Context: an optimization exercise on an open-source flow, tuned for small area, a short achievable clock period and few clock cycles per item. The choices shown serve that exercise and are no tape-out recipe. Where RTL was checked, it was by simulation tests only, not by an equivalence proof against the original. For runs 1 to 4, only the layout was checked, not whether the RTL still works. Power and IR drop assume default switching activity.

File: flow/config.mk
export PLATFORM = sky130hd
export DESIGN_NAME = llf
export DESIGN_NICKNAME = llf
export VERILOG_FILES = /design/flow/design.v
export SDC_FILE = /design/flow/constraint.sdc
export NUM_CORES = 4
export LEC_CHECK = 0
export ABC_AREA = 1
export ABC_CLOCK_PERIOD_IN_PS = 1500
export CAP_MARGIN = 20
export CORE_MARGIN = 2
export CORE_UTILIZATION = 40
export CTS_BUF_LIST = sky130_fd_sc_hd__clkbuf_8
export CTS_CLUSTER_SIZE = 32
export SETUP_SLACK_MARGIN = 2.2
export SLEW_MARGIN = 20
export TNS_END_PERCENT = 0
File: flow/constraint.sdc
create_clock -name core_clock -period 4.0 [get_ports {clk}]
set_input_delay 0.8000 -clock core_clock [delete_from_list [all_inputs] [get_ports {clk}]]
set_output_delay 0.8000 -clock core_clock [all_outputs]
set_load 0.01 [all_outputs]
File: flow/design.v
module llf_crc8 (
    input  wire [7:0] c,    
    input  wire [7:0] b,    
    output reg  [7:0] y     
);
    integer i;
    always @(*) begin
        y = c ^ b;
        for (i = 0; i < 8; i = i + 1) begin
            if (y[7])
                y = {y[6:0], 1'b0} ^ 8'h07;
            else
                y = {y[6:0], 1'b0};
        end
    end
endmodule
module llf_eq_inc #(
    parameter N = 16
) (
    input  wire [N-1:0] x,
    input  wire [N-1:0] y,
    output wire         eq
);
    wire [N-1:0] z = x ^ y;
    wire [N-1:0] ok;
    assign ok[0] = z[0] & (x[0] ~^ z[1]);
    genvar i;
    generate
        for (i = 1; i < N - 1; i = i + 1) begin : g
            assign ok[i] = (~z[i] | z[i-1]) & (~z[i] | (x[i] ~^ z[i+1]));
        end
    endgenerate
    assign ok[N-1] = ~z[N-1] | z[N-2];
    assign eq = &ok;
endmodule
module llf_step16 #(
    parameter DOWN = 0
) (
    input  wire [15:0] x,
    output wire [15:0] y
);
    wire [15:0] t = DOWN ? ~x : x;
    wire [3:0]  g;
    genvar k, j;
    generate
        for (k = 0; k < 4; k = k + 1) begin : grp
            assign g[k] = &t[4*k+3:4*k];
        end
        for (k = 0; k < 4; k = k + 1) begin : gb
            wire pk;
            if (k == 0) begin : p0
                assign pk = 1'b1;
            end else begin : pn
                assign pk = &g[k-1:0];
            end
            for (j = 0; j < 4; j = j + 1) begin : b
                if (j == 0) begin : l0
                    assign y[4*k] = x[4*k] ^ pk;
                end else begin : ln
                    assign y[4*k+j] = x[4*k+j] ^ (pk & (&t[4*k+j-1:4*k]));
                end
            end
        end
    endgenerate
endmodule
module llf_rx (
    input  wire        clk,
    input  wire        rst,
    input  wire        rx_req_valid,
    input  wire [15:0] rx_req_cap,
    output wire        rx_req_ready,
    input  wire        src_valid,
    input  wire        src_err,
    input  wire [7:0]  src_data,
    output wire        src_ready,
    output reg         rxbuf_we,
    output wire [15:0] rxbuf_addr,
    output reg  [7:0]  rxbuf_data,
    output reg         rx_resp_valid,
    output wire [1:0]  rx_resp_status,
    output wire [15:0] rx_resp_len
);
    localparam [7:0] START_M  = 8'hFA,
                     DSTART_M = 8'hFB,
                     STOP_M   = 8'hFE;
    localparam [7:0] CRC_FA = 8'hE8,
                     CRC_FB = 8'hEF;
    reg        armed;
    reg        s_wait, s_lo, s_hi, s_hc, s_ds, s_pay, s_fc, s_stop;
    reg [3:0]  rlo;
    reg [11:0] rhi;
    reg        rpend;
    reg [15:0] idx;      
    reg [15:0] capm2;    
    reg        fresh;
    reg [7:0]  crc;
    reg        wok;
    reg        err_st;
    wire [7:0] b    = src_data;
    wire       step = src_valid & armed;
    wire       go   = step & ~src_err;
    assign rx_req_ready   = ~armed;
    assign src_ready      = armed;
    assign rxbuf_addr     = idx;
    assign rx_resp_status = {1'b0, err_st};
    assign rx_resp_len    = idx;
    wire [7:0] crc_upd;
    llf_crc8 u_crc (.c(crc), .b(b), .y(crc_upd));
    wire [15:0] idx1, rhi1, reqm1;
    llf_step16 #(0) u_inc (.x(idx), .y(idx1));
    llf_step16 #(1) u_dec (.x({4'd0, rhi}), .y(rhi1));
    wire [3:0]  rlo1 = rlo - 4'd1;
    llf_step16 #(1) u_cap (.x({1'b0, capm2[15:1]}), .y(reqm1));
    wire cap_hit = idx == capm2;
    wire capnz   = capm2 != 16'hFFFE;
    wire hiz    = rhi == 12'd0;
    wire last   = hiz & (rlo == 4'd1);
    wire lenz   = hiz & (rlo == 4'd0);
    wire is_fa  = b == START_M;
    wire is_fb  = b == DSTART_M;
    wire is_fe  = b == STOP_M;
    wire crc_eq = b == crc;
    wire fc_ok  = crc_eq & wok;
    wire done   = step & (src_err | (s_stop & is_fe));
    wire [7:0] crc_nx = ({8{step & s_wait}} & CRC_FA) | ({8{step & s_ds}} & CRC_FB)
                      | ({8{step & ~s_wait & ~s_ds}} & crc_upd) | ({8{~step}} & crc);
    wire armed_nx = armed ? ~done : rx_req_valid;
    wire        i_ff  = go & s_ds;
    wire        i_inc = go & (s_pay | s_fc);
    wire        i_clr = step & src_err;
    wire        i_hld = ~(i_ff | i_inc | i_clr);
    wire [15:0] idx_nx = {16{i_ff}} | ({16{i_inc}} & idx1) | ({16{i_hld}} & idx);
    wire        r_lo  = go & s_lo;
    wire        r_hi  = go & s_hi;
    wire        r_dec = go & s_pay;
    wire        r_hld = ~(r_lo | r_hi | r_dec);
    wire [3:0]  rlo_nx = ({4{r_lo}} & b[3:0]) | ({4{r_dec}} & rlo1)
                       | ({4{~r_lo & ~r_dec}} & rlo);
    wire        h_dec  = rpend & ~r_lo & ~r_hi;
    wire [11:0] rhi_nx = {({8{r_hi}} & b) | ({8{h_dec}} & rhi1[11:4])
                          | ({8{~r_hi & ~h_dec}} & rhi[11:4]),
                          ({4{r_lo}} & b[7:4]) | ({4{h_dec}} & rhi1[3:0])
                          | ({4{~r_lo & ~h_dec}} & rhi[3:0])};
    wire        rpend_nx = r_dec & (rlo == 4'd0);
    wire wok_nx = (go & s_ds & (capnz | lenz))
                | (wok & ~(go & s_ds) & ~(go & s_pay & ~last & cap_hit));
    always @(posedge clk) begin
        rxbuf_data <= b;
        idx <= idx_nx;
        rlo   <= rlo_nx;
        rhi   <= rhi_nx;
        rpend <= rpend_nx;
        wok <= wok_nx;
        crc <= crc_nx;
        if (step)
            err_st <= src_err;
        if (!armed)
            capm2 <= rx_req_cap;
        else if (fresh)
            capm2 <= {reqm1[14:0], capm2[0]};
        fresh <= ~armed;
    end
    always @(posedge clk) begin
        if (rst) begin
            armed         <= 1'b0;
            s_wait        <= 1'b1;
            s_lo          <= 1'b0;
            s_hi          <= 1'b0;
            s_hc          <= 1'b0;
            s_ds          <= 1'b0;
            s_pay         <= 1'b0;
            s_fc          <= 1'b0;
            s_stop        <= 1'b0;
            rxbuf_we      <= 1'b0;
            rx_resp_valid <= 1'b0;
        end else begin
            rxbuf_we      <= go & s_pay & wok;
            rx_resp_valid <= done;
            armed         <= armed_nx;
            if (step) begin
                if (src_err) begin
                    s_wait <= 1'b1;
                    s_lo   <= 1'b0;
                    s_hi   <= 1'b0;
                    s_hc   <= 1'b0;
                    s_ds   <= 1'b0;
                    s_pay  <= 1'b0;
                    s_fc   <= 1'b0;
                    s_stop <= 1'b0;
                end else begin
                    s_wait <= (s_wait & ~is_fa) | (s_hc & ~crc_eq) | (s_ds & ~is_fb)
                            | (s_fc & ~fc_ok) | s_stop;
                    s_lo   <= s_wait & is_fa;
                    s_hi   <= s_lo;
                    s_hc   <= s_hi;
                    s_ds   <= s_hc & crc_eq;
                    s_pay  <= (s_ds & is_fb & ~lenz) | (s_pay & ~last);
                    s_fc   <= (s_ds & is_fb & lenz) | (s_pay & last);
                    s_stop <= s_fc & fc_ok;
                end
            end
        end
    end
endmodule
module llf_tx (
    input  wire        clk,
    input  wire        rst,
    input  wire        tx_req_valid,
    input  wire        tx_req_pay,
    input  wire [15:0] tx_req_len,
    output wire        tx_req_ready,
    output wire        txpay_rd,
    output reg  [15:0] txpay_addr,
    input  wire [7:0]  txpay_data,
    output wire        sink_valid,
    output reg  [7:0]  sink_data,
    output wire        sink_last,
    input  wire        sink_ready,
    input  wire        sink_resp_valid,
    input  wire        sink_resp_err,
    input  wire [16:0] sink_resp_count,
    output reg         tx_resp_valid,
    output reg  [2:0]  tx_resp_status
);
    reg st_idle, st_h0, st_h1, st_h2, st_h3, st_h4, st_pay, st_fc, st_stp, st_wait;
    reg        rd;         
    reg        sv;         
    assign tx_req_ready = st_idle;
    assign txpay_rd     = rd;
    assign sink_valid   = sv;
    reg [15:0] len;
    reg        lenz;       
    reg [7:0]  crc;        
    reg        cur_last;   
    reg        mv, kv, kt;
    reg [7:0]  k;
    assign sink_last    = st_stp;
    wire tk    = sv & sink_ready;
    wire hs    = tx_req_valid & st_idle;
    wire reqz  = tx_req_len == 16'd0;
    wire nopay = ~tx_req_pay & ~reqz;
    wire [7:0] head   = kv ? k : txpay_data;
    wire       head_t = kv ? kt : mt;
    wire [7:0] crc_nx;
    llf_crc8 u_crc (.c(crc), .b(sink_data), .y(crc_nx));
    wire [15:0] raddr1;
    llf_step16 #(0) u_inc (.x(txpay_addr), .y(raddr1));
    wire mt = txpay_addr == len;
    wire [16:0] ca = sink_resp_count;
    wire [16:0] cb = ~{1'b0, len};
    wire [16:0] ck = 17'd6;
    wire [16:0] cy = ((ca & cb) | ((ca | cb) & ~ck)) << 1;
    wire        cnt_eq = &(ca ^ cb ^ ck ^ ~cy);
    wire cons  = tk & ((st_h4 & ~lenz) | (st_pay & ~cur_last));
    wire kcons = cons & kv;
    wire mcons = cons & ~kv;
    wire m2k   = rd & mv & ~mcons;
    wire to_idle = st_wait & sink_resp_valid;
    wire frame   = st_h0 | st_h1 | st_h2 | st_h3 | st_h4 | st_pay | st_fc | st_stp;
    wire kv_nx = frame & ((kv & ~kcons) | m2k);
    wire mv_nx = frame & (rd | (mv & ~mcons));
    wire k_ld  = ~kv | cons;    
    wire [15:0] addr_nx = {16{frame}} & (rd ? raddr1 : txpay_addr);
    wire        idle_nx = (st_idle & ~tx_req_valid) | to_idle | (st_h0 & ~sv);
    wire       sel_crc  = st_h2 | (st_h4 & lenz) | (st_pay & cur_last);
    wire       sel_head = (st_h4 & ~lenz) | (st_pay & ~cur_last);
    wire [7:0] byte_nx  = ({8{st_h0}} & len[7:0]) | ({8{st_h1}} & len[15:8])
                        | ({8{sel_crc}} & crc_nx) | ({8{st_h3}} & 8'hFB)
                        | ({8{sel_head}} & head) | ({8{st_fc}} & 8'hFE);
    wire       hold     = ~st_idle & ~tk;
    wire [7:0] sd_nx    = ({8{st_idle}} & 8'hFA) | ({8{tk}} & byte_nx)
                        | ({8{hold}} & sink_data);
    wire [7:0] crc_hd   = ({8{tk}} & crc_nx) | ({8{hold}} & crc);
    wire       cl_nx    = (tk & head_t) | (~tk & cur_last);
    always @(posedge clk) begin
        if (k_ld) begin
            k  <= txpay_data;
            kt <= mt;
        end
        kv <= kv_nx;
        mv <= mv_nx;
        txpay_addr <= addr_nx;
        tx_resp_status <= st_idle ? 3'b001
                        : {sink_resp_err, {2{~sink_resp_err & ~cnt_eq}}};
        if (st_idle) begin
            len  <= tx_req_len;
            lenz <= reqz;
        end
        crc       <= crc_hd;
        sink_data <= sd_nx;
        cur_last  <= cl_nx;
    end
    always @(posedge clk) begin
        if (rst) begin
            st_idle       <= 1'b1;
            st_h0         <= 1'b0;
            st_h1         <= 1'b0;
            st_h2         <= 1'b0;
            st_h3         <= 1'b0;
            st_h4         <= 1'b0;
            st_pay        <= 1'b0;
            st_fc         <= 1'b0;
            st_stp        <= 1'b0;
            st_wait       <= 1'b0;
            sv            <= 1'b0;
            tx_resp_valid <= 1'b0;
            rd            <= 1'b0;
        end else begin
            rd            <= ~(mv_nx & kv_nx);
            tx_resp_valid <= (hs & nopay) | to_idle;
            st_idle       <= idle_nx;
            if (hs) begin
                st_h0      <= 1'b1;
                sv         <= ~nopay;
            end
            if (st_h0 & ~sv)
                st_h0 <= 1'b0;
            if (tk) begin
                st_h0  <= 1'b0;
                st_h1  <= st_h0;
                st_h2  <= st_h1;
                st_h3  <= st_h2;
                st_h4  <= st_h3;
                st_pay <= (st_h4 & ~lenz) | (st_pay & ~cur_last);
                st_fc  <= (st_h4 & lenz) | (st_pay & cur_last);
                st_stp <= st_fc;
                if (st_stp) begin
                    st_wait    <= 1'b1;
                    sv         <= 1'b0;
                end
            end
            if (to_idle)
                st_wait <= 1'b0;
        end
    end
endmodule
module llf (
    input  wire        clk,
    input  wire        rst,
    input  wire        rx_req_valid,
    input  wire [15:0] rx_req_cap,
    output wire        rx_req_ready,
    output wire        rx_resp_valid,
    output wire [1:0]  rx_resp_status,
    output wire [15:0] rx_resp_len,
    input  wire        src_valid,
    input  wire        src_err,
    input  wire [7:0]  src_data,
    output wire        src_ready,
    output wire        rxbuf_we,
    output wire [15:0] rxbuf_addr,
    output wire [7:0]  rxbuf_data,
    input  wire        tx_req_valid,
    input  wire        tx_req_pay,
    input  wire [15:0] tx_req_len,
    output wire        tx_req_ready,
    output wire        tx_resp_valid,
    output wire [2:0]  tx_resp_status,
    output wire        txpay_rd,
    output wire [15:0] txpay_addr,
    input  wire [7:0]  txpay_data,
    output wire        sink_valid,
    output wire [7:0]  sink_data,
    output wire        sink_last,
    input  wire        sink_ready,
    input  wire        sink_resp_valid,
    input  wire        sink_resp_err,
    input  wire [16:0] sink_resp_count
);
    llf_rx u_rx (
        .clk            (clk),
        .rst            (rst),
        .rx_req_valid   (rx_req_valid),
        .rx_req_cap     (rx_req_cap),
        .rx_req_ready   (rx_req_ready),
        .src_valid      (src_valid),
        .src_err        (src_err),
        .src_data       (src_data),
        .src_ready      (src_ready),
        .rxbuf_we       (rxbuf_we),
        .rxbuf_addr     (rxbuf_addr),
        .rxbuf_data     (rxbuf_data),
        .rx_resp_valid  (rx_resp_valid),
        .rx_resp_status (rx_resp_status),
        .rx_resp_len    (rx_resp_len)
    );
    llf_tx u_tx (
        .clk             (clk),
        .rst             (rst),
        .tx_req_valid    (tx_req_valid),
        .tx_req_pay      (tx_req_pay),
        .tx_req_len      (tx_req_len),
        .tx_req_ready    (tx_req_ready),
        .txpay_rd        (txpay_rd),
        .txpay_addr      (txpay_addr),
        .txpay_data      (txpay_data),
        .sink_valid      (sink_valid),
        .sink_data       (sink_data),
        .sink_last       (sink_last),
        .sink_ready      (sink_ready),
        .sink_resp_valid (sink_resp_valid),
        .sink_resp_err   (sink_resp_err),
        .sink_resp_count (sink_resp_count),
        .tx_resp_valid   (tx_resp_valid),
        .tx_resp_status  (tx_resp_status)
    );
endmodule
File: flow/flow/run.sh
#!/bin/bash
# The standard layout, with the port buffers made of sky130_fd_sc_hd__buf_1
# cells instead of the default choice. Every port still gets its buffer.
bash standard.sh "BUFFER_PORTS_ARGS=-buffer_cell sky130_fd_sc_hd__buf_1" finish > standard.log 2>&1
File: flow/standard.sh
#!/bin/bash
# synth_recipe.tcl (not shown) runs the flow's synth.tcl, then flattens the netlist and writes it again
# the make line also repeats each setting of config.mk as NAME=value (left out here)
make -C /OpenROAD-flow-scripts/flow DESIGN_CONFIG=/design/flow/config.mk WORK_HOME=/design/flow/orfs CLKGATE_MAP_FILE= SYNTH_SCRIPT=/design/flow/synth_recipe.tcl "${@:-finish}"
==> impl_metrics.ini, run 1 <==
[synth]
synth_area_leader_cell = dfxtp_1
synthesis.nets = 1234
ys_seq_elements = 156
netlist_top_cells_area = dfxtp_1, edfxtp_1, nand2_1
postSynthCellCount = 1119
synth_ff_type = dfxtp_1
async_flop_share_pct = 0
netlist_area_sq_um = 8660
seq_area_frac_synth_pct = 41.1
ys_warn_count = 3
ys_types = 52
avgSynthCellArea_sq_um = 7.74
synth_top_area_share_pct = 25.9
synth-edff-count = 44

[floorplan]
die_height_microns = 151
core_sq_um = 21200
num_rows = 53
die_area_sq_um = 22800
start_util_pct = 40.9
io_pins = 153
die-width_microns = 151

[run]
max_cap_viol_count = 0

[grt]
grt_start_max_net_pins = 19
track_usage_pct = 19.1
grt_pass1_vias = 6993
antenna_found_initial = 0
overflow = 0
grt_pass1_wl_microns = 34200

[drt]
wirelength_microns = 21800
first_pass_iters = 4
avgRoutedWirePerCell_microns = 14.0
drtIter0Drc = 463
route.detailed.drc = 0
vias_per_cell = 4.93
drtAntennaViolNets = 0
vias = 7690

[layout]
nets = 1388
syn2layout_area_growth_pct = 15.8
fill_cells = 2121
stdcell_count = 1561
insertedDiodeCount = 0
drive_above_1_share_pct = 10.2

[min_path]
min_from = u_tx.st_wait
holdPathEnd = u_tx.st_wait
min_path_type = register to register
worst_hold_path.num_cells = 2

[critical_path]
reg2reg_slack_ns = 2.08
r2r_cells = 11
critPathRequiredTime_ns = 4.24
crit_path_end_kind = register
timing.rr.end = u_rx.capm2[14]
arrival_ns = 2.15
cp-start-kind = register
r2r-start = u_rx.capm2[1]
cp_max_fo = 3
path_class = register to register

[cts]
clock_path_buffers = 2
numCtsBuffers = 17
clk-insertion-delay-late_ns = 0.46
tritoncts = done
htree_num_levels = 4
cts_root_buffer = clkbuf_8
cts.sinks = 156
path_clk_slew_ns = 0.10

[sta]
drv_slew = 0
worstMarginPinSlew_ns = 0.765
finalSetupViolations = 0
tns_ns = 0
clock_skew_ns = 0.0161
grt_setup_unrepaired = true
post-route-period-util_pct = 47.9
fmax_mhz = 522
maxSlewHeadroom_pct = 48.8
min_period_ns = 1.92
finalHoldViolCount = 0

[power]
leakagePower_nw = 4.23
power_density_nw_per_um2 = 370
total_power_w = 0.00371
ir_worst_vdd_uv = 225

[placed_design]
hpwlAfterDp_microns = 16500
io_buffers = 151
placed_cells = 1514
gp_routability_congestion = 0.891

[status]
status = no timing/DRC/antenna violations
==> per-layer routing <==
layer | up-vias | part of all wire (%) | GRT usage, %
li1 | 3970 | - | -
met1 | 3498 | 47 | 25.0
met2 | 189 | 46 | 31.8
met3 | 33 | 4.7 | 3.70
met4 | 0 | 1.6 | 6.03
met5 | - | 0 | 0
==> state kept, by name, summed over array words and instances, names as in the netlist, 3 cells and up, named ones only <==
| signal | cells |
|---|---|
| u_tx.k | 8 |
| u_rx.crc | 8 |
| u_rx.rhi | 12 |
| u_tx.tx_resp_status | 3 |
| u_rx.rlo | 4 |
| u_tx.crc | 8 |
| u_tx.len | 16 |
| u_rx.capm2 | 16 |
| u_rx.rxbuf_data | 8 |
| u_tx.txpay_addr | 16 |
| u_rx.idx | 16 |
| u_tx.sink_data | 8 |
==> worst max path at each step <==
stage	cells past startpoint	start	to
floorplan	11	u_rx.capm2[2]	u_rx.capm2[14]
CTS	1	u_tx.txpay_addr[9]	txpay_addr[9]
global route	11	u_rx.capm2[1]	u_rx.capm2[14]
detailed placement	7	sink_ready	u_tx.sink_data[3]
global placement	7	sink_ready	u_tx.sink_data[3]
finish	11	u_rx.capm2[1]	u_rx.capm2[14]
==> worst max-delay path: stages (launching register included) <==
cell and delay (ns):
edfxtp_1 0.43, inv_2 0.11, ha_4 0.13, nand2_2 0.05, nor2_4 0.12, nand4_4 0.12, nor2_4 0.15, nand2_2 0.07
nor2_2 0.13, ha_2 0.18, xnor2_1 0.12, o21ai_1 0.08
==> cell families after synthesis <==
group           share of synthesized area, %
mux                                    0.116
compound gates                          10.7
other cells                           0.0433
flops                                   41.1
simple gates                            27.1
xor+xnor                                6.15
buf+inv                                 8.91
fa+ha+maj                               5.78
==> area by class of cell <==
type                       count  area (sq um)  share of cell area (%)
sequential                   156          3600                    35.9
inverter                     147           564                    5.63
timing repair buffer         169           741                    7.38
tap                          275           344                    3.43
multi-input combinational    781          4400                    43.8
clock inverter                13           116                    1.16
timing repair inverter         1          5.00                  0.0499
clock buffer                  19           262                    2.61
==> cells in the mapped netlist, drive strengths merged, types with 7 or more instances <==
library cell	n
a211oi	11
o21ai	46
xor2	20
nor2	105
nand3b	7
o211ai	21
nor3	16
ha	40
a21oi	56
edfxtp	44
dfxtp	112
inv	142
or2	7
nand4	21
clkbuf	10
buf	25
nand2	298
nand3	65
xnor2	40
==> power breakdown <==
group / internal, W / total, W / switching (W)
Clock: 0.000527 / 0.00117 / 0.000639
Sequential: 0.00175 / 0.00187 / 0.000116
Combinational: 0.000260 / 0.000679 / 0.000419
Total: 0.00254 / 0.00371 / 0.00117
==> through the flow <==
step	hold WS [ns]	utilization (%)	instance area [sq um]	setup slack, ns
final	0.455	47.4	10000	2.08
after global routing	0.482	47.4	10000	2.00
after CTS	0.453	47.1	9960	2.09
after detailed placement	0.442	44.6	9430	1.31
after global placement	0.438	44.6	9430	1.33
after floorplan	0.426	-	8710	2.11
==> layout by cell type (no fill, tap or decap), types with 3 or more instances in the layout <==
cell type / netlist / routed
nor3_1: 15 / 15
o21ai_0: 43 / 42
nand2_1: 293 / 289
a31oi_1: 5 / 5
o211ai_1: 20 / 20
edfxtp_1: 44 / 44
o21ai_1: 2 / 3
a21oi_1: 56 / 56
inv_1: 132 / 128
clkinvlp_4: 0 / 3
nand2_2: 2 / 6
xor2_1: 20 / 19
clkbuf_8: 0 / 19
buf_1: 1 / 150
clkinv_2: 0 / 4
dfxtp_4: 0 / 5
o221ai_1: 4 / 4
nor2_1: 92 / 90
dfxtp_1: 112 / 91
a211oi_1: 11 / 11
nor2_8: 3 / 3
nand3b_1: 7 / 7
nor2_4: 3 / 6
clkinv_4: 0 / 5
nand4_1: 19 / 19
xnor2_1: 39 / 39
buf_4: 19 / 16
dfxtp_2: 0 / 16
ha_1: 40 / 38
clkinv_1: 5 / 4
inv_2: 9 / 12
nand3_1: 64 / 64
nor2_2: 7 / 6
nand2_8: 3 / 3
nor4_1: 5 / 5
or2_2: 7 / 7
==> repair_timing <==
action / in CTS / in global routing
pin swaps: 2 / 5
hold buffers: 0 / 0
setup buffers: 8 / 5
gates cloned: 2 / 0
resized for setup: 33 / 9
setup endpoints to repair: 150 / 122
==> run 2, diff against run 1 <==
--- a/flow/design.v
+++ b/flow/design.v
@@ -242,6 +242,5 @@
     wire [7:0] head   = kv ? k : txpay_data;
     wire       head_t = kv ? kt : mt;
-    wire [7:0] crc_nx;
-    llf_crc8 u_crc (.c(crc), .b(sink_data), .y(crc_nx));
+    wire [7:0] crc_nx;     
     wire [15:0] raddr1;
     llf_step16 #(0) u_inc (.x(txpay_addr), .y(raddr1));
@@ -266,10 +265,12 @@
     wire       sel_head = (st_h4 & ~lenz) | (st_pay & ~cur_last);
     wire [7:0] byte_nx  = ({8{st_h0}} & len[7:0]) | ({8{st_h1}} & len[15:8])
-                        | ({8{sel_crc}} & crc_nx) | ({8{st_h3}} & 8'hFB)
+                        | ({8{sel_crc}} & crc) | ({8{st_h3}} & 8'hFB)
                         | ({8{sel_head}} & head) | ({8{st_fc}} & 8'hFE);
     wire       hold     = ~st_idle & ~tk;
     wire [7:0] sd_nx    = ({8{st_idle}} & 8'hFA) | ({8{tk}} & byte_nx)
                         | ({8{hold}} & sink_data);
-    wire [7:0] crc_hd   = ({8{tk}} & crc_nx) | ({8{hold}} & crc);
+    llf_crc8 u_crc (.c(crc), .b(byte_nx), .y(crc_nx));
+    wire [7:0] crc_hd   = ({8{st_idle}} & 8'hE8) | ({8{tk}} & crc_nx)
+                        | ({8{hold}} & crc);
     wire       cl_nx    = (tk & head_t) | (~tk & cur_last);
     always @(posedge clk) begin
==> run 2 against run 1 <==
Effect of this change:
- first-iteration DRC count decreased by 24%
- setup slack lost 0.080 ns
- clock skew about the same
- largest cell class unchanged
- global-route usage up 0.32 points
- maximum frequency fell by 4.0%
- still clean on timing, DRC and antenna
- critical endpoint unchanged
- area after synthesis decreased by 1.0%
- synthesized cell count down 4.3%
- sequential share of layout area shrank 0.10 points
- critical path depth rose by 2
- register-to-register slack worse by 0.08 ns
- cell count is 2.6% lower
- sequential power about the same
==> impl_metrics.ini, run 2 <==
[status]
status = no timing/DRC/antenna violations

[synth]
synth_most_common_cell = nand2_1
synthesis.nets = 1186
async_flop_share_pct = 0
postSynthCellCount = 1071
ys_warn_count = 3
seq_area_frac_synth_pct = 41.6
ys_types = 55
avgSynthCellArea_sq_um = 8.00
netlist_area_sq_um = 8570
synth_area_leader_cell = dfxtp_1
synthTopCellsByCount = nand2_1, inv_1, dfxtp_1, nor2_1, nand3_1
synth_ff_type = dfxtp_1
synth_top_area_share_pct = 26.2
synth-edff-count = 44
netlist_top_cells_area = dfxtp_1, edfxtp_1, nand2_1
ys_seq_elements = 156

[drt]
vias_per_cell = 4.90
drt-met1-wl_microns = 9920
vias = 7449
first_pass_iters = 5
routed.top_layer = met4
wl_met3_microns = 1190
wirelength_microns = 21600
route.detailed.drc = 0
wl_met2_microns = 10100
avgRoutedWirePerCell_microns = 14.2
drtIter0Drc = 353
drtAntennaViolNets = 0

[layout]
nets = 1348
syn2layout_area_growth_pct = 16.6
fill_cells = 2086
drive_above_1_share_pct = 11.4
final_cell_mix = nand2_1, buf_1, inv_1
insertedDiodeCount = 0
layout_commonest_cell = nand2_1

[sta]
min_period_ns = 2.00
clock_skew_ns = 0.0157
fmax_mhz = 501
drv_slew = 0
tns_ns = 0
post-route-period-util_pct = 49.9
grt_setup_unrepaired = true
maxSlewHeadroom_pct = 66.4
finalSetupViolations = 0
whs_ns = 0.459
worstMarginPinSlew_ns = 0.503
finalHoldViolCount = 0

[critical_path]
arrival_ns = 2.20
slowest_delay_ns = 0.42
critPathRequiredTime_ns = 4.20
crit_chain = inv_2 -> ha_4 -> nand2_4 -> nor2_4 -> nand4_4 -> nor2_4 -> nand3_2 -> nor2_4 -> nand2_2 -> inv_2 -> ha_4 -> xnor2_2 -> o21ai_1
r2r-start = u_rx.capm2[1]
path_common_cell = nor2_4
reg2reg_slack_ns = 2.00
cp_slowest_cell = edfxtp_1
r2r_cells = 13
startpoint = u_rx.capm2[1]
path_class = register to register
cp-start-kind = register
timing.rr.end = u_rx.capm2[14]
cp_max_fo = 2
crit_path_end_kind = register

[cts]
numCtsBuffers = 17
tritoncts = done
cts.sinks = 156
clk-insertion-delay-late_ns = 0.46
clock_path_buffers = 2
path_clk_slew_ns = 0.09
cts_hold_repair.buffers = 0
htree_num_levels = 4
cts_root_buffer = clkbuf_8

[power]
switching_share_pct = 30.7
pwr-share-clk_pct = 33.2
p_int_w = 0.00272
p_switching_w = 0.00121
pwr-share-seq_pct = 47.5
leakagePower_nw = 4.29
ir_worst_vdd_uv = 215
comb_power_share_pct = 19.3
power_density_nw_per_um2 = 393

[floorplan]
die_area_sq_um = 22600
start_util_pct = 40.8
num_rows = 53
io_pins = 153
core_sq_um = 21000
die-width_microns = 150
die_height_microns = 150

[min_path]
holdPathEnd = u_rx.rhi[0]
worst_hold_path.num_cells = 2
min_from = u_rx.rhi[0]
min_path_type = register to register

[placed_design]
hpwlAfterDp_microns = 16000
gp_routability_congestion = 0.836
io_buffers = 151

[grt]
overflow = 0
grt_pass1_vias = 6847
antenna_found_initial = 0
grt_pass1_wl_microns = 34600
track_usage_pct = 19.4
grt_start_max_net_pins = 19

[run]
max_cap_viol_count = 0
==> run 2: cell types whose count changed in the layout (fill, tap and decap cells not counted), sizes merged, moves of 5 or more <==
cell	delta
a31oi	+5
nand2	-21
nor2	-10
xnor2	-11
buf	+7
a21oi	-14
nand3	-7
nand4	+5
a211oi	-7
clkinv	-11
==> run 2: per-stage QoR <==
stage | instance area (sq um) | power [W] | setup slack (ns) | utilization, % | cells
finish | 10000 | 0.00393 | 2.00 | 47.6 | 1521
global route | 10000 | 0.00415 | 1.86 | 47.6 | 1521
CTS | 9920 | 0.00395 | 1.98 | 47.2 | 1513
floorplan | 8580 | 0.00240 | 2.04 | - | 1071
global placement | 9310 | 0.00260 | 1.27 | 44.3 | 1466
detailed placement | 9310 | 0.00261 | 1.20 | 44.3 | 1466
==> run 2: timing repair <==
| action | in CTS | in global routing |
|---|---|---|
| pin swaps | 8 | 4 |
| setup endpoints to repair | 157 | 156 |
| resized for setup | 24 | 7 |
| gates cloned | 1 | 0 |
| setup buffers | 14 | 8 |
==> run 2: layout make-up <==
cell class,instances,area [sq um],share of cell area (%)
clock inverters,14,178,1.78
clock buffers,18,248,2.48
inverters,140,538,5.38
repair inverters,1,5.00,0.0501
multi-input cells,742,4350,43.5
flip-flops and latches,156,3580,35.8
well taps,275,344,3.44
repair buffers,175,759,7.60
==> run 2: worst max path at each step <==
| stage | to | slack, ns | depth (start not counted) |
|---|---|---|---|
| floorplan | u_rx.capm2[14] | 2.04 | 13 |
| global placement | u_tx.sink_data[5] | 1.27 | 7 |
| detailed placement | u_tx.sink_data[1] | 1.20 | 7 |
| CTS | u_rx.capm2[14] | 1.98 | 13 |
| global route | u_rx.capm2[15] | 1.86 | 14 |
| finish | u_rx.capm2[14] | 2.00 | 13 |
==> run 2: power groups by stage <==
stage / Sequential, W / Clock, W / Combinational, W
after detailed placement: 0.00190 / 0 / 0.000706
after CTS: 0.00186 / 0.00134 / 0.000744
final: 0.00187 / 0.00130 / 0.000757
after global routing: 0.00188 / 0.00141 / 0.000860
after floorplan: 0.00187 / 0 / 0.000525
after global placement: 0.00190 / 0 / 0.000697
==> run 2: worst max-delay path: cells and delay by family, from the launching register on <==
| family | cells | cell delay [ns] |
|---|---|---|
| AOI/OAI and AO/OA | 1 | 0.07 |
| xor gates and xnor gates | 1 | 0.10 |
| adders and majority gates | 2 | 0.28 |
| buffers and inverters | 2 | 0.18 |
| DFF | 1 | 0.42 |
| and+or+nand+nor | 7 | 0.68 |
==> run 2: cell families after synthesis <==
logic type      Yosys count  share of synthesized area (%)
buf+inv                 173                           8.52
other cells               1                         0.0437
compound gates          151                           11.1
flops                   156                           41.6
fa+ha+maj                40                           5.84
xor+xnor                 53                           5.76
simple gates            497                           27.2
==> run 2: metal layers <==
layer  global-route usage, %  vias up
met2                    32.1      203
met1                    25.7     3353
met5                       0        -
li1                        -     3871
met4                    5.75        0
met3                    3.91       22
==> run 3, diff against run 2 <==
--- a/flow/design.v
+++ b/flow/design.v
@@ -93,5 +93,5 @@
     reg [15:0] idx;      
     reg [15:0] capm2;    
-    reg        fresh;
+    reg        fresh, fresh2;
     reg [7:0]  crc;
     reg        wok;
@@ -107,9 +107,11 @@
     wire [7:0] crc_upd;
     llf_crc8 u_crc (.c(crc), .b(b), .y(crc_upd));
-    wire [15:0] idx1, rhi1, reqm1;
+    wire [15:0] idx1, rhi1;
     llf_step16 #(0) u_inc (.x(idx), .y(idx1));
     llf_step16 #(1) u_dec (.x({4'd0, rhi}), .y(rhi1));
     wire [3:0]  rlo1 = rlo - 4'd1;
-    llf_step16 #(1) u_cap (.x({1'b0, capm2[15:1]}), .y(reqm1));
+    wire [6:0] cap_lo1 = capm2[7:1] - 7'd1;
+    wire [7:0] cap_hi1 = capm2[15:8] - 8'd1;
+    wire       cap_bor = capm2[7:1] == 7'h7F;    
     wire cap_hit = idx == capm2;
     wire capnz   = capm2 != 16'hFFFE;
@@ -158,6 +160,9 @@
             capm2 <= rx_req_cap;
         else if (fresh)
-            capm2 <= {reqm1[14:0], capm2[0]};
-        fresh <= ~armed;
+            capm2[7:1] <= cap_lo1;
+        else if (fresh2 & cap_bor)
+            capm2[15:8] <= cap_hi1;
+        fresh  <= ~armed;
+        fresh2 <= fresh;
     end
     always @(posedge clk) begin
==> run 3 against run 2 <==
Effect of this change:
- wire length decreased by 0.82%
- setup slack improved by 0.048 ns
- critical path depth decreased by 10
- global-route usage decreased by 0.071 points
- clock skew decreased by 0.00074 ns
- critical path type is now register to output port
- die area decreased by 1.9%
- area after synthesis decreased by 1.9%
- highest routed layer unchanged
- non-clock buffer count decreased by 14
- power about the same
- design area decreased by 2.6%
- count of clock-buffer cells in the layout unchanged
==> impl_metrics.ini, run 3 <==
[status]
status = no timing/DRC/antenna violations

[critical_path]
cp_max_fo = 5
crit_path_end_kind = output port
critPathRequiredTime_ns = 3.20
r2r_cells = 3
reg2reg_slack_ns = 2.11
arrival_ns = 1.15
cp-start-kind = register
timing.rr.end = u_rx.capm2[11]
path_class = register to output port
r2r-start = u_rx.capm2[2]

[floorplan]
num_rows = 53
die_height_microns = 149
die_area_sq_um = 22200
start_util_pct = 40.4
io_pins = 153
core_sq_um = 20800
die-width_microns = 149

[synth]
async_flop_share_pct = 0
seq_area_frac_synth_pct = 42.6
synthesis.nets = 1174
synth_ff_type = dfxtp_1
ys_seq_elements = 157
synth-edff-count = 44
netlist_area_sq_um = 8410
synth_area_leader_cell = dfxtp_1
synthTopCellsByCount = nand2_1, inv_1, dfxtp_1, nor2_1, nand3_1
postSynthCellCount = 1060
synth_top_area_share_pct = 26.9
netlist_top_cells_area = dfxtp_1, edfxtp_1, nand2_1
ys_warn_count = 3
synth_most_common_cell = nand2_1
avgSynthCellArea_sq_um = 7.93
ys_types = 53

[cts]
clk-insertion-delay-late_ns = 0.45
htree_num_levels = 4
cts_root_buffer = clkbuf_8
clock_path_buffers = 2
cts.sinks = 157
numCtsBuffers = 17
path_clk_slew_ns = 0.09
tritoncts = done

[min_path]
holdPathEnd = u_rx.fresh2
min_path_type = register to register
worst_hold_path.num_cells = 0
min_from = u_rx.fresh

[drt]
drtIter0Drc = 410
vias = 7310
wirelength_microns = 21400
route.detailed.drc = 0
drtAntennaViolNets = 0
vias_per_cell = 4.89
first_pass_iters = 5
avgRoutedWirePerCell_microns = 14.3

[power]
ir_worst_vdd_uv = 247
comb_power_share_pct = 17.7
power_density_nw_per_um2 = 404
p_int_w = 0.00276
pwr-share-clk_pct = 34.5
p_switching_w = 0.00117
switching_share_pct = 29.8
pwr-share-seq_pct = 47.8
leakagePower_nw = 4.06

[grt]
grt_pass1_wl_microns = 34200
antenna_found_initial = 0
grt_pass1_vias = 6881
grt_start_max_net_pins = 19
overflow = 0
track_usage_pct = 19.4

[placed_design]
placed_cells = 1454
gp_routability_congestion = 0.830
hpwlAfterDp_microns = 16100
io_buffers = 151

[sta]
drv_slew = 0
grt_setup_unrepaired = true
post-route-period-util_pct = 48.7
min_period_ns = 1.95
finalSetupViolations = 0
finalHoldViolCount = 0
worstMarginPinSlew_ns = 0.969
clock_skew_ns = 0.0150
maxSlewHeadroom_pct = 34.7
tns_ns = 0
fmax_mhz = 513

[layout]
final_cell_mix = nand2_1, buf_1, inv_1
insertedDiodeCount = 0
postLayoutCoreUtil_pct = 46.7
stdcell_count = 1495
drive_above_1_share_pct = 9.10
nets = 1322
fill_cells = 2104
syn2layout_area_growth_pct = 15.8
layout_commonest_cell = nand2_1

[run]
max_cap_viol_count = 0
-- run 3: power groups by stage --
stage	clock (W)	combinational, W	sequential [W]
finish	0.00136	0.000694	0.00188
global route	0.00145	0.000797	0.00190
CTS	0.00138	0.000687	0.00188
detailed placement	0	0.000673	0.00191
global placement	0	0.000661	0.00191
floorplan	0	0.000487	0.00188
-- run 3: metrics by stage --
stage | instance area (sq um) | power, W | hold slack [ns] | worst slack, ns
2_1_floorplan | 8420 | 0.00237 | 0.358 | 2.13
3_3_place_gp | 9140 | 0.00257 | 0.369 | 1.47
3_5_place_dp | 9140 | 0.00259 | 0.373 | 1.40
4_1_cts | 9660 | 0.00395 | 0.386 | 2.03
5_1_grt | 9730 | 0.00414 | 0.395 | 1.96
6_report | 9730 | 0.00393 | 0.385 | 2.05
-- run 3: logic make-up after synthesis --
group           Yosys count  share of synthesized area, %
compound gates          157                          11.5
simple gates            480                          25.6
xor+xnor                 55                          5.91
flops                   157                          42.6
other cells               1                        0.0446
buf+inv                 171                          8.51
fa+ha+maj                39                          5.80
-- run 3: area by class of cell --
type / instances / area, sq um / share of cell area, %
clock buffers: 18 / 248 / 2.55
clock inverters: 13 / 198 / 2.03
inverters: 137 / 526 / 5.40
multi-input cells: 732 / 4160 / 42.8
flip-flops and latches: 157 / 3600 / 37.0
well taps: 275 / 344 / 3.54
repair buffers: 161 / 646 / 6.63
repair inverters: 2 / 10.0 / 0.103
-- run 3: worst max-delay path, stage by stage, from the launching register on --
cell	delay (ns)
dfxtp_2	0.33
buf_6	0.13
clkinvlp_4	0.11
buf_1	0.13
-- run 3: per-layer routing --
layer	GRT usage [%]	share of wire (%)
met5	0	0
met4	4.62	0.96
met3	3.52	4.8
met1	26.1	47
met2	32.4	47
-- run 3: timing repair --
| item | CTS | global route |
|---|---|---|
| hold buffers | 0 | 0 |
| resized for setup | 12 | 18 |
| gates cloned | 2 | 0 |
| pin swaps | 0 | 1 |
| setup endpoints to repair | 135 | 156 |
| setup buffers | 5 | 3 |
-- run 3: worst max path at each step --
stage,slack [ns],startpoint,end,cells past startpoint
floorplan,2.13,src_valid,u_rx.rhi[3],10
global placement,1.47,sink_ready,u_tx.sink_data[1],7
detailed placement,1.40,sink_ready,u_tx.sink_data[4],7
CTS,2.03,u_tx.lenz,u_tx.crc[1],12
global route,1.96,u_rx.rhi[0],u_rx.wok,12
finish,2.05,u_rx.armed,rx_req_ready,3
==> run 4, diff against run 3 <==
--- a/flow/design.v
+++ b/flow/design.v
@@ -88,10 +88,7 @@
     reg        armed;
     reg        s_wait, s_lo, s_hi, s_hc, s_ds, s_pay, s_fc, s_stop;
-    reg [3:0]  rlo;
-    reg [11:0] rhi;
-    reg        rpend;
+    reg [15:0] rem;      
     reg [15:0] idx;      
     reg [15:0] capm2;    
-    reg        fresh, fresh2;
     reg [7:0]  crc;
     reg        wok;
@@ -107,16 +104,12 @@
     wire [7:0] crc_upd;
     llf_crc8 u_crc (.c(crc), .b(b), .y(crc_upd));
-    wire [15:0] idx1, rhi1;
+    wire [15:0] idx1, rem1, reqm1;
     llf_step16 #(0) u_inc (.x(idx), .y(idx1));
-    llf_step16 #(1) u_dec (.x({4'd0, rhi}), .y(rhi1));
-    wire [3:0]  rlo1 = rlo - 4'd1;
-    wire [6:0] cap_lo1 = capm2[7:1] - 7'd1;
-    wire [7:0] cap_hi1 = capm2[15:8] - 8'd1;
-    wire       cap_bor = capm2[7:1] == 7'h7F;    
+    llf_step16 #(1) u_dec (.x(rem), .y(rem1));
+    llf_step16 #(1) u_cap (.x({1'b0, rx_req_cap[15:1]}), .y(reqm1));
     wire cap_hit = idx == capm2;
     wire capnz   = capm2 != 16'hFFFE;
-    wire hiz    = rhi == 12'd0;
-    wire last   = hiz & (rlo == 4'd1);
-    wire lenz   = hiz & (rlo == 4'd0);
+    wire last   = rem == 16'd1;
+    wire lenz   = rem == 16'd0;
     wire is_fa  = b == START_M;
     wire is_fb  = b == DSTART_M;
@@ -137,12 +130,7 @@
     wire        r_dec = go & s_pay;
     wire        r_hld = ~(r_lo | r_hi | r_dec);
-    wire [3:0]  rlo_nx = ({4{r_lo}} & b[3:0]) | ({4{r_dec}} & rlo1)
-                       | ({4{~r_lo & ~r_dec}} & rlo);
-    wire        h_dec  = rpend & ~r_lo & ~r_hi;
-    wire [11:0] rhi_nx = {({8{r_hi}} & b) | ({8{h_dec}} & rhi1[11:4])
-                          | ({8{~r_hi & ~h_dec}} & rhi[11:4]),
-                          ({4{r_lo}} & b[7:4]) | ({4{h_dec}} & rhi1[3:0])
-                          | ({4{~r_lo & ~h_dec}} & rhi[3:0])};
-    wire        rpend_nx = r_dec & (rlo == 4'd0);
+    wire [15:0] rem_nx = ({16{r_dec}} & rem1)
+                       | {({8{r_hi}} & b) | ({8{~r_hi & ~r_dec}} & rem[15:8]),
+                          ({8{r_lo}} & b) | ({8{~r_lo & ~r_dec}} & rem[7:0])};
     wire wok_nx = (go & s_ds & (capnz | lenz))
                 | (wok & ~(go & s_ds) & ~(go & s_pay & ~last & cap_hit));
@@ -150,7 +138,5 @@
         rxbuf_data <= b;
         idx <= idx_nx;
-        rlo   <= rlo_nx;
-        rhi   <= rhi_nx;
-        rpend <= rpend_nx;
+        rem <= rem_nx;
         wok <= wok_nx;
         crc <= crc_nx;
@@ -158,11 +144,5 @@
             err_st <= src_err;
         if (!armed)
-            capm2 <= rx_req_cap;
-        else if (fresh)
-            capm2[7:1] <= cap_lo1;
-        else if (fresh2 & cap_bor)
-            capm2[15:8] <= cap_hi1;
-        fresh  <= ~armed;
-        fresh2 <= fresh;
+            capm2 <= {reqm1[14:0], rx_req_cap[0]};
     end
     always @(posedge clk) begin
@@ -247,5 +227,6 @@
     wire [7:0] head   = kv ? k : txpay_data;
     wire       head_t = kv ? kt : mt;
-    wire [7:0] crc_nx;     
+    wire [7:0] crc_nx;
+    llf_crc8 u_crc (.c(crc), .b(sink_data), .y(crc_nx));
     wire [15:0] raddr1;
     llf_step16 #(0) u_inc (.x(txpay_addr), .y(raddr1));
@@ -270,12 +251,10 @@
     wire       sel_head = (st_h4 & ~lenz) | (st_pay & ~cur_last);
     wire [7:0] byte_nx  = ({8{st_h0}} & len[7:0]) | ({8{st_h1}} & len[15:8])
-                        | ({8{sel_crc}} & crc) | ({8{st_h3}} & 8'hFB)
+                        | ({8{sel_crc}} & crc_nx) | ({8{st_h3}} & 8'hFB)
                         | ({8{sel_head}} & head) | ({8{st_fc}} & 8'hFE);
     wire       hold     = ~st_idle & ~tk;
     wire [7:0] sd_nx    = ({8{st_idle}} & 8'hFA) | ({8{tk}} & byte_nx)
                         | ({8{hold}} & sink_data);
-    llf_crc8 u_crc (.c(crc), .b(byte_nx), .y(crc_nx));
-    wire [7:0] crc_hd   = ({8{st_idle}} & 8'hE8) | ({8{tk}} & crc_nx)
-                        | ({8{hold}} & crc);
+    wire [7:0] crc_hd   = ({8{tk}} & crc_nx) | ({8{hold}} & crc);
     wire       cl_nx    = (tk & head_t) | (~tk & cur_last);
     always @(posedge clk) begin
==> run 4 against run 3 <==
Effect of this change:
- maximum frequency grew 0.65%
- hold slack gained 0.066 ns
- combinational power shrank 18%
- still clean on timing, DRC and antenna
- critical endpoint is now u_rx.capm2[14]
- design area shrank 1.0%
- synthesized cell count shrank 2.4%
- non-clock buffer count shrank 1
- clock skew shrank 0.0021 ns
- setup slack gained 0.013 ns
- first-iteration DRC count shrank 7.3%
- via count shrank 2.2%
- global-route usage shrank 0.63 points
==> impl_metrics.ini, run 4 <==
[min_path]
min_from = u_tx.st_wait
worst_hold_path.num_cells = 2
min_path_type = register to register
holdPathEnd = u_tx.st_wait

[critical_path]
critPathRequiredTime_ns = 4.20
reg2reg_slack_ns = 2.19
r2r-start = u_rx.idx[0]
crit_path_end_kind = register
crit_chain = buf_1 -> inv_1 -> ha_2 -> nor3b_4 -> nand2_2 -> nor2_4 -> nand3_2 -> nor2_2 -> inv_1 -> nor2_1 -> ha_1 -> xor2_1
cp_slowest_cell = nor3b_4
arrival_ns = 2.14
slowest_delay_ns = 0.21
cp.depth = 12
cp_num_buf_inv = 3
path_common_cell = inv_1
path_class = primary input to register
cp-start-kind = primary input
r2r_cells = 10
cp_max_fo = 3
crit_family = simple AND/OR/NAND/NOR gates
timing.rr.end = u_rx.idx[12]

[cts]
cts.sinks = 154
cts_root_buffer = clkbuf_8
path_clk_slew_ns = 0.08
clk-insertion-delay-late_ns = 0.45
tritoncts = done
htree_num_levels = 4
cts_hold_repair.buffers = 0
clock_path_buffers = 2
numCtsBuffers = 17

[power]
ir_worst_vdd_uv = 205
leakagePower_nw = 4.13
comb_power_share_pct = 15.4
switching_share_pct = 27.9
p_int_w = 0.00267
pwr-share-seq_pct = 48.9
power_density_nw_per_um2 = 385
p_switching_w = 0.00104
pwr-share-clk_pct = 35.7

[layout]
postLayoutCoreUtil_pct = 47.5
layout_commonest_cell = nand2_1
stdcell_count = 1471
nets = 1300
final_cell_mix = nand2_1, buf_1, inv_1
syn2layout_area_growth_pct = 16.0
drive_above_1_share_pct = 8.60

[placed_design]
io_buffers = 151
hpwlAfterDp_microns = 15500
gp_routability_congestion = 0.830
placed_cells = 1428
pre_cts_slack_ns = 1.32

[synth]
synth_top_area_share_pct = 26.5
synth_ff_type = dfxtp_1
seq_area_frac_synth_pct = 42.4
netlist_top_cells_area = dfxtp_1, edfxtp_1, nand2_1
async_flop_share_pct = 0
synthTopCellsByCount = nand2_1, inv_1, dfxtp_1, nor2_1, nand3_1
synthesis.nets = 1150
synth_most_common_cell = nand2_1
ys_types = 51
synth_area_leader_cell = dfxtp_1
avgSynthCellArea_sq_um = 8.02
ys_seq_elements = 154
netlist_area_sq_um = 8300
synth-edff-count = 44
postSynthCellCount = 1035
ys_warn_count = 3

[drt]
drt-met1-wl_microns = 9380
vias_per_cell = 4.86
avgRoutedWirePerCell_microns = 13.8
drtAntennaViolNets = 0
route.detailed.drc = 0
drtIter0Drc = 380
routed.top_layer = met4
wl_met3_microns = 1090
vias = 7149
wl_met2_microns = 9460
first_pass_iters = 6
wirelength_microns = 20300

[sta]
grt_setup_unrepaired = true
min_period_ns = 1.94
worstMarginPinSlew_ns = 0.555
drv_slew = 0
fin_ws_ns = 2.06
tns_ns = 0
finalHoldViolCount = 0
finalSetupViolations = 0
post-route-period-util_pct = 48.4
maxSlewHeadroom_pct = 62.8
whs_ns = 0.452
fmax_mhz = 516
clock_skew_ns = 0.0129

[grt]
overflow = 0
grt_pass1_wl_microns = 32800
grt_pass1_vias = 6610
antenna_found_initial = 3
track_usage_pct = 18.7
grt_start_max_net_pins = 19

[floorplan]
die-width_microns = 148
die_area_sq_um = 21900
io_pins = 153
start_util_pct = 40.9
core_sq_um = 20300
num_rows = 52
die_height_microns = 148

[status]
status = no timing/DRC/antenna violations

[run]
max_cap_viol_count = 0
==> run 4: cell types whose count changed after synthesis, sizes merged, moves of 6 or more <==
cell / before / now
inv: 134 / 140
nor4: 12 / 1
xnor2: 25 / 47
a31oi: 11 / 2
nand3: 59 / 52
nor2: 93 / 86
o211ai: 18 / 12
nand4: 18 / 24
==> run 4: how the worst max path moves through the flow <==
| stage | slack, ns | from | end |
|---|---|---|---|
| finish | 2.06 | rx_req_cap[1] | u_rx.capm2[14] |
| global route | 2.01 | rx_req_cap[1] | u_rx.capm2[14] |
| CTS | 2.05 | rx_req_cap[1] | u_rx.capm2[14] |
| detailed placement | 1.32 | sink_ready | u_tx.sink_data[3] |
| global placement | 1.43 | sink_ready | u_tx.sink_data[6] |
| floorplan | 1.78 | rx_req_cap[1] | u_rx.capm2[14] |
==> run 4: cell families after synthesis <==
group / Yosys count / synth area share (%)
AND/OR/NAND/NOR: 466 / 25.4
adder cells (fa/ha/maj): 40 / 6.03
XOR/XNOR: 75 / 7.91
AO/OA/AOI/OAI: 127 / 9.39
buffers and inverters: 172 / 8.77
flip-flops: 154 / 42.4
other: 1 / 0.0452
==> run 4: per-layer routing <==
layer	vias up	global-route usage [%]
met5	-	0
met1	3273	24.4
met4	0	5.14
li1	3671	-
met2	179	31.0
met3	26	4.82
==> run 4: worst register-to-register path: cells and delay by family (launching register included) <==
kind | cells | cell delay (ns)
AND/OR/NAND/NOR | 7 | 0.73
buffers and inverters | 1 | 0.13
flip-flops | 1 | 0.40
adder cells (fa/ha/maj) | 2 | 0.43
==> run 4: cell type report <==
type	instances	area (sq um)
timing repair buffer	160	673
inverter	142	543
multi-input combinational	709	4080
antenna	3	7.51
clock buffer	21	289
fill	2069	10700
sequential	154	3550
tap	270	338
timing repair inverter	1	5.00
clock inverter	11	151
==> run 4: stage by stage <==
| stage | area, sq um | total power (W) |
|---|---|---|
| 2_1_floorplan | 8310 | 0.00222 |
| 3_3_place_gp | 9040 | 0.00239 |
| 3_5_place_dp | 9040 | 0.00240 |
| 4_1_cts | 9570 | 0.00373 |
| 5_1_grt | 9630 | 0.00391 |
| 6_report | 9640 | 0.00371 |
==> run 4: timing repair <==
action	4_1_cts	5_1_grt
resized for setup	16	12
buffers inserted	2	4
setup endpoints to repair	111	124
gates cloned	2	0
==> run 4: power groups by stage <==
stage	Combinational [W]	Clock, W	Sequential, W
4_1_cts	0.000570	0.00135	0.00181
5_1_grt	0.000654	0.00142	0.00183
6_report	0.000571	0.00132	0.00181
3_3_place_gp	0.000543	0	0.00185
3_5_place_dp	0.000550	0	0.00185
2_1_floorplan	0.000380	0	0.00183
==> run 5, diff against run 4 <==
--- a/flow/design.v
+++ b/flow/design.v
@@ -92,5 +92,6 @@
     reg [15:0] capm2;    
     reg [7:0]  crc;
-    reg        wok;
+    reg        wok;      
+    reg        ov;       
     reg        err_st;
     wire [7:0] b    = src_data;
@@ -116,5 +117,5 @@
     wire is_fe  = b == STOP_M;
     wire crc_eq = b == crc;
-    wire fc_ok  = crc_eq & wok;
+    wire fc_ok  = crc_eq & ~ov;
     wire done   = step & (src_err | (s_stop & is_fe));
     wire [7:0] crc_nx = ({8{step & s_wait}} & CRC_FA) | ({8{step & s_ds}} & CRC_FB)
@@ -133,6 +134,7 @@
                        | {({8{r_hi}} & b) | ({8{~r_hi & ~r_dec}} & rem[15:8]),
                           ({8{r_lo}} & b) | ({8{~r_lo & ~r_dec}} & rem[7:0])};
-    wire wok_nx = (go & s_ds & (capnz | lenz))
-                | (wok & ~(go & s_ds) & ~(go & s_pay & ~last & cap_hit));
+    wire wok_nx = (go & s_ds & capnz)
+                | (wok & ~(go & s_ds) & ~(go & s_pay & cap_hit));
+    wire ov_nx  = (ov & ~(go & s_ds)) | (go & s_pay & ~wok);
     always @(posedge clk) begin
         rxbuf_data <= b;
@@ -140,4 +142,5 @@
         rem <= rem_nx;
         wok <= wok_nx;
+        ov  <= ov_nx;
         crc <= crc_nx;
         if (step)
--- a/flow/config.mk
+++ b/flow/config.mk
@@ -13,5 +13,5 @@
 export CTS_BUF_LIST = sky130_fd_sc_hd__clkbuf_8
 export CTS_CLUSTER_SIZE = 32
-export SETUP_SLACK_MARGIN = 2.2
+export SETUP_SLACK_MARGIN = 2.1
 export SLEW_MARGIN = 20
 export TNS_END_PERCENT = 0
==> run 5 against run 4 <==
Effect of this change:
- synthesized cell count up 3.2%
- global-route usage is 0.80 points higher
- cell count is 2.6% higher
- count of clock-buffer cells in the layout decreased by 4
- hold slack hardly changed
- sequential power is essentially flat
- die area grew 1.8%
- area after synthesis rose by 1.8%
- critical path type unchanged
- core utilization decreased by 0.75 points
==> impl_metrics.ini, run 5 <==
[synth]
ys_warn_count = 3
ys_types = 53
synth_most_common_cell = nand2_1
postSynthCellCount = 1068
synth_ff_type = dfxtp_1
async_flop_share_pct = 0
synth-edff-count = 44
synthTopCellsByCount = nand2_1, inv_1, dfxtp_1, nor2_1, nand3_1
avgSynthCellArea_sq_um = 7.92
synth_area_leader_cell = dfxtp_1
ys_seq_elements = 155
netlist_area_sq_um = 8450
synthesis.nets = 1183
synth_top_area_share_pct = 26.3
seq_area_frac_synth_pct = 41.9
netlist_top_cells_area = dfxtp_1, edfxtp_1, nand2_1

[floorplan]
start_util_pct = 40.5
io_pins = 153
core_sq_um = 20900
die_area_sq_um = 22300
die-width_microns = 149
num_rows = 53
die_height_microns = 149

[drt]
vias_per_cell = 4.88
avgRoutedWirePerCell_microns = 14.1
wirelength_microns = 21300
route.detailed.drc = 0
vias = 7358
first_pass_iters = 5
drtIter0Drc = 444
drtAntennaViolNets = 0

[sta]
fmax_mhz = 521
whs_ns = 0.452
clock_skew_ns = 0.0152
finalHoldViolCount = 0
finalSetupViolations = 0
post-route-period-util_pct = 48.0
grt_setup_unrepaired = true
drv_slew = 0
min_period_ns = 1.92
tns_ns = 0

[cts]
clock_path_buffers = 2
cts_hold_repair.buffers = 0
htree_num_levels = 4
clk-insertion-delay-late_ns = 0.47
numCtsBuffers = 17
cts.sinks = 155
cts_root_buffer = clkbuf_8
tritoncts = done
path_clk_slew_ns = 0.09

[power]
power_density_nw_per_um2 = 375
leakagePower_nw = 4.24
ir_worst_vdd_uv = 178

[layout]
multi_input_area_sq_um = 4180
drive_above_1_share_pct = 9.08
regArea_sq_um = 3570
final_cell_mix = nand2_1, buf_1, inv_1
syn2layout_area_growth_pct = 15.4
insertedDiodeCount = 0
nets = 1336
fill_cells = 2129
layout_commonest_cell = nand2_1

[placed_design]
hpwlAfterDp_microns = 16400
gp_routability_congestion = 0.861
io_buffers = 151

[grt]
track_usage_pct = 19.5
overflow = 0
antenna_found_initial = 0
grt_start_max_net_pins = 25
grt_pass1_vias = 6844
grt_pass1_wl_microns = 34100

[critical_path]
cp_max_fo = 4
cp-start-kind = primary input
crit_chain = clkbuf_2 -> inv_12 -> ha_4 -> nor3b_4 -> nand2_2 -> nor2_2 -> nand2_1 -> nor2_2 -> nand2_1 -> inv_1 -> ha_2 -> xor2_1
cp_slowest_cell = nor3b_4
path_class = primary input to register
slowest_delay_ns = 0.25
arrival_ns = 2.15
crit_path_end_kind = register
critPathRequiredTime_ns = 4.23

[run]
max_cap_viol_count = 0

[min_path]
min_path_type = register to register

[status]
status = no timing/DRC/antenna violations
==> run 5: cell types whose count changed in the layout (fill, tap and decap cells not counted), moves of 5 or more <==
cell and change:
a21oi_1 -5, inv_1 +9, inv_6 +8, nand2_1 +13
nand3_1 +6, xnor2_1 -9, xor2_1 -5
==> run 5: kinds of logic (layout without fill, tap and decap cells) <==
logic type / count (synthesis) / in the layout / synth area share, %
compound gates: 130 / 130 / 9.49
fa+ha+maj: 40 / 40 / 5.92
flops: 155 / 155 / 41.9
buf+inv: 182 / 348 / 9.01
xor+xnor: 62 / 62 / 6.42
simple gates: 498 / 498 / 27.2
other cells: 1 / 1 / 0.0444
==> run 5: final cells by class <==
type                       instances  area share, %
inverter                         154           6.24
clock inverter                    15           1.64
sequential                       155           36.5
timing repair buffer             161           6.72
clock buffer                      17           2.40
timing repair inverter             1         0.0513
multi-input combinational        731           42.9
tap                              275           3.53
==> run 5: report_power, final <==
part | leakage (nW) | switching, W | internal (W) | total, W
clock | 0.204 | 0.000658 | 0.000565 | 0.00122
sequential | 1.36 | 0.000106 | 0.00173 | 0.00184
combinational | 2.68 | 0.000379 | 0.000219 | 0.000598
total | 4.24 | 0.00114 | 0.00251 | 0.00366
==> run 5: repair_timing <==
action,4_1_cts,5_1_grt
pin swaps,0,2
cloned,0,1
setup endpoints to repair,57,90
setup buffers,1,6
resized for setup,4,19
==> run 5: final timing paths <==
path,endpoint,cells after the start,startpoint,slack (ns)
max reg2reg,u_tx.sink_data[6],6,u_tx.kv,2.22
max,u_rx.capm2[14],12,rx_req_cap[2],2.08
min reg2reg,u_tx.st_wait,2,u_tx.st_wait,0.45
min,u_tx.st_wait,2,u_tx.st_wait,0.45
==> run 5: stage by stage <==
step,worst slack [ns],util (%),cells,cell area (sq um),power [W]
floorplan,1.83,-,1068,8490,0.00226
global placement,1.52,44.3,1469,9250,0.00245
detailed placement,1.45,44.3,1469,9250,0.00246
CTS,1.97,46.2,1502,9660,0.00368
global route,2.01,46.7,1509,9760,0.00386
finish,2.08,46.7,1509,9760,0.00366
==> run 5: critical path: cells and delay by family <==
kind	cells	cell delay, ns
and+or+nand+nor	6	0.74
buffers and inverters	3	0.28
adders and majority gates	2	0.28
xor gates and xnor gates	1	0.05
==> run 5: per-layer routing <==
layer | wire [microns] | vias up | GRT usage [%]
met4 | 448 | 0 | 6.52
met2 | 10500 | 180 | 33.6
met5 | 0 | - | 0
li1 | - | 3793 | -
met3 | 963 | 29 | 3.79
met1 | 9460 | 3356 | 24.5
Testbench counts of run 5, summed over its fixed seeds: cycles 124,644, bytes 105,422.
==> run 6, diff against run 5 <==
--- a/flow/config.mk
+++ b/flow/config.mk
@@ -6,5 +6,4 @@
 export NUM_CORES = 4
 export LEC_CHECK = 0
-export ABC_AREA = 1
 export ABC_CLOCK_PERIOD_IN_PS = 1500
 export CAP_MARGIN = 20
@@ -13,5 +12,5 @@
 export CTS_BUF_LIST = sky130_fd_sc_hd__clkbuf_8
 export CTS_CLUSTER_SIZE = 32
-export SETUP_SLACK_MARGIN = 2.1
+export SETUP_SLACK_MARGIN = 2.2
 export SLEW_MARGIN = 20
 export TNS_END_PERCENT = 0
==> run 6 against run 5 <==
Effect of this change:
- still clean on timing, DRC and antenna
- count of clock-buffer cells in the layout unchanged
- wire length decreased by 11%
- combinational power decreased by 37%
- via count decreased by 16%
- design area decreased by 7.5%
- maximum frequency decreased by 11%
- critical path depth decreased by 4
- flip-flop and latch count unchanged
- sequential share of layout area increased by 2.7 points
- area after synthesis decreased by 6.3%
- global-route usage decreased by 1.1 points
- largest power group unchanged
==> impl_metrics.ini, run 6 <==
[status]
status = no timing/DRC/antenna violations

[drt]
route.detailed.drc = 0
vias = 6172
drtIter0Drc = 399
wirelength_microns = 19000
drtAntennaViolNets = 0
first_pass_iters = 5
vias_per_cell = 5.11
routed.top_layer = met4
wl_met3_microns = 951
wl_met2_microns = 9010
avgRoutedWirePerCell_microns = 15.8
drt-met1-wl_microns = 8720

[critical_path]
crit_path_end_kind = register
arrival_ns = 2.37
critPathRequiredTime_ns = 4.21
reg2reg_slack_ns = 1.97
cp_max_fo = 6
timing.rr.end = u_tx.sink_data[1]
cp-start-kind = primary input
r2r_cells = 6
path_class = primary input to register
r2r-start = u_tx.sv

[synth]
synth-edff-count = 44
synthTopCellsByCount = dfxtp_1, nor2_1, xor2_1, nand2_1, xnor2_1
postSynthCellCount = 801
ys_types = 69
avgSynthCellArea_sq_um = 9.89
synth-simple-area-share_pct = 15.5
ys_seq_elements = 155
synth_xor_xnor_area_share_pct = 13.0
synth-compound-area-share_pct = 12.7
synth.mux.area_fraction_pct = 1.91
synthAdderAreaFrac_pct = 6.44
seq_area_frac_synth_pct = 44.7
synthesis.nets = 916
synth_top_area_share_pct = 28.0
netlist_area_sq_um = 7930
synth_top_family_by_area = simple AND/OR/NAND/NOR gates
ys_warn_count = 3
synth_most_common_cell = dfxtp_1
netlist_top_cells_area = dfxtp_1, edfxtp_1, ha_1
async_flop_share_pct = 0
synth_ff_type = dfxtp_1
synth_area_leader_cell = dfxtp_1

[layout]
multi_input_area_sq_um = 3990
nets = 1044
syn2layout_area_growth_pct = 13.9
drive_above_1_share_pct = 7.75
layout_commonest_cell = buf_1
final_cell_mix = buf_1, dfxtp_1, nor2_1
insertedDiodeCount = 0
fill_cells = 1935
regArea_sq_um = 3550

[cts]
htree_num_levels = 4
cts.sinks = 155
clock_path_buffers = 2
cts_root_buffer = clkbuf_8
cts_hold_repair.buffers = 0
tritoncts = done
clk-insertion-delay-late_ns = 0.45
path_clk_slew_ns = 0.09
numCtsBuffers = 17

[floorplan]
start_util_pct = 40.7
num_rows = 51
die_height_microns = 145
die_area_sq_um = 21000
die-width_microns = 145
io_pins = 153
core_sq_um = 19500

[power]
leakagePower_nw = 3.43
ir_worst_vdd_uv = 180
power_density_nw_per_um2 = 353

[min_path]
holdPathEnd = u_rx.ov
min_from = u_rx.wok
worst_hold_path.num_cells = 1
min_path_type = register to register

[sta]
post-route-period-util_pct = 54.0
maxSlewHeadroom_pct = 55.5
worstMarginPinSlew_ns = 0.666
min_period_ns = 2.16
clock_skew_ns = 0.0127
fmax_mhz = 463
tns_ns = 0
grt_setup_unrepaired = true
finalSetupViolations = 0
whs_ns = 0.469
finalHoldViolCount = 0
drv_slew = 0

[grt]
grt_start_max_net_pins = 31
grt_pass1_vias = 5792
track_usage_pct = 18.4
overflow = 0
grt_pass1_wl_microns = 29800
antenna_found_initial = 0

[placed_design]
hpwlAfterDp_microns = 14000
io_buffers = 151
gp_routability_congestion = 0.826

[run]
max_cap_viol_count = 0
-- run 6: worst max-delay path, cell delays in order --
cell and delay (ns):
buf_1 0.08, inv_2 0.06, ha_4 0.13, or3b_4 0.37
or4b_4 0.60, nor2_4 0.13, ha_4 0.13, xor2_1 0.05
-- run 6: layer usage --
metal,track usage (%),vias up
li1,-,3089
met1,23.7,2895
met2,30.8,163
met4,6.49,0
met3,3.52,25
met5,0,-
-- run 6: worst max path at each step --
stage / start / endpoint / cells after the start
final: rx_req_cap[2] / u_rx.capm2[14] / 8
after global routing: rx_req_cap[1] / u_rx.capm2[14] / 8
after CTS: rx_req_cap[1] / u_rx.capm2[14] / 8
after detailed placement: rx_req_cap[1] / u_rx.capm2[14] / 8
after floorplan: rx_req_cap[1] / u_rx.capm2[14] / 8
after global placement: rx_req_cap[1] / u_rx.capm2[14] / 8
-- run 6: where the power goes --
part	internal, W	switching [W]	total, W
Combinational	0.000168	0.000209	0.000377
Sequential	0.00168	0.0000638	0.00174
Clock	0.000436	0.000630	0.00107
Total	0.00229	0.000902	0.00319
-- run 6: kinds of logic after synthesis --
logic type      after synthesis
flops                       155
buf+inv                      99
compound gates              148
mux                          15
xor+xnor                    110
simple gates                232
other cells                   1
fa+ha+maj                    41
-- run 6: final cells by class --
cell class / instances / area share [%]
multi-input cells: 547 / 44.1
well taps: 265 / 3.67
clock buffers: 17 / 2.59
repair buffers: 159 / 6.94
clock inverters: 15 / 1.30
flip-flops and latches: 155 / 39.3
inverters: 49 / 2.08
-- run 6: repair_timing --
item / CTS / global route
setup endpoints to repair: 119 / 150
setup buffers: 1 / 0
resized for setup: 4 / 18
pin swaps: 0 / 4
-- run 6: metrics by stage --
step                worst slack (ns)  instances  power [W]  cell area [sq um]  utilization (%)
floorplan                       1.46        801    0.00203               7930                -
CTS                             1.84       1207    0.00323               8970             46.1
global route                    1.80       1207    0.00335               9030             46.4
global placement                1.25       1174    0.00215               8610             44.2
detailed placement              1.22       1174    0.00215               8610             44.2
finish                          1.84       1207    0.00319               9030             46.4

==> re-timing with driven ports <==
No port has a modelled driver above. Below, the same layouts with a new extraction and two added sets of constraints. Step 1, drivers: a clkbuf_16 drives clk and a buf_2 each remaining input, both assumed. Step 2 moves the port delays by t, midway between the first and last clock arrival at a register: inputs arrive t later, outputs are due t later. That takes back most of the time a late clock gives input paths. Three values: ideal ports, drivers, drivers and shift; two values: the first two.
| run | t (ns) | setup WS [ns] | latest minus earliest clock arrival (ns) |
|---|---|---|---|
| run 1 | 0.502 | 2.083 / 2.071 / 1.747 | 0.024 / 0.024 |
| run 2 | 0.495 | 2.002 / 1.995 / 1.550 | 0.018 / 0.018 |
| run 3 | 0.486 | 2.050 / 2.010 / 1.699 | 0.015 / 0.015 |
| run 4 | 0.480 | 2.063 / 2.069 / 1.598 | 0.017 / 0.016 |
| run 5 | 0.502 | 2.080 / 2.048 / 1.599 | 0.018 / 0.017 |
| run 6 | 0.488 | 1.838 / 1.858 / 1.370 | 0.014 / 0.014 |
After both steps setup and hold are still met in every run listed. The setup slack of run 5, which loses most, moves by -0.032 ns with the drivers and by -0.481 ns with both steps.
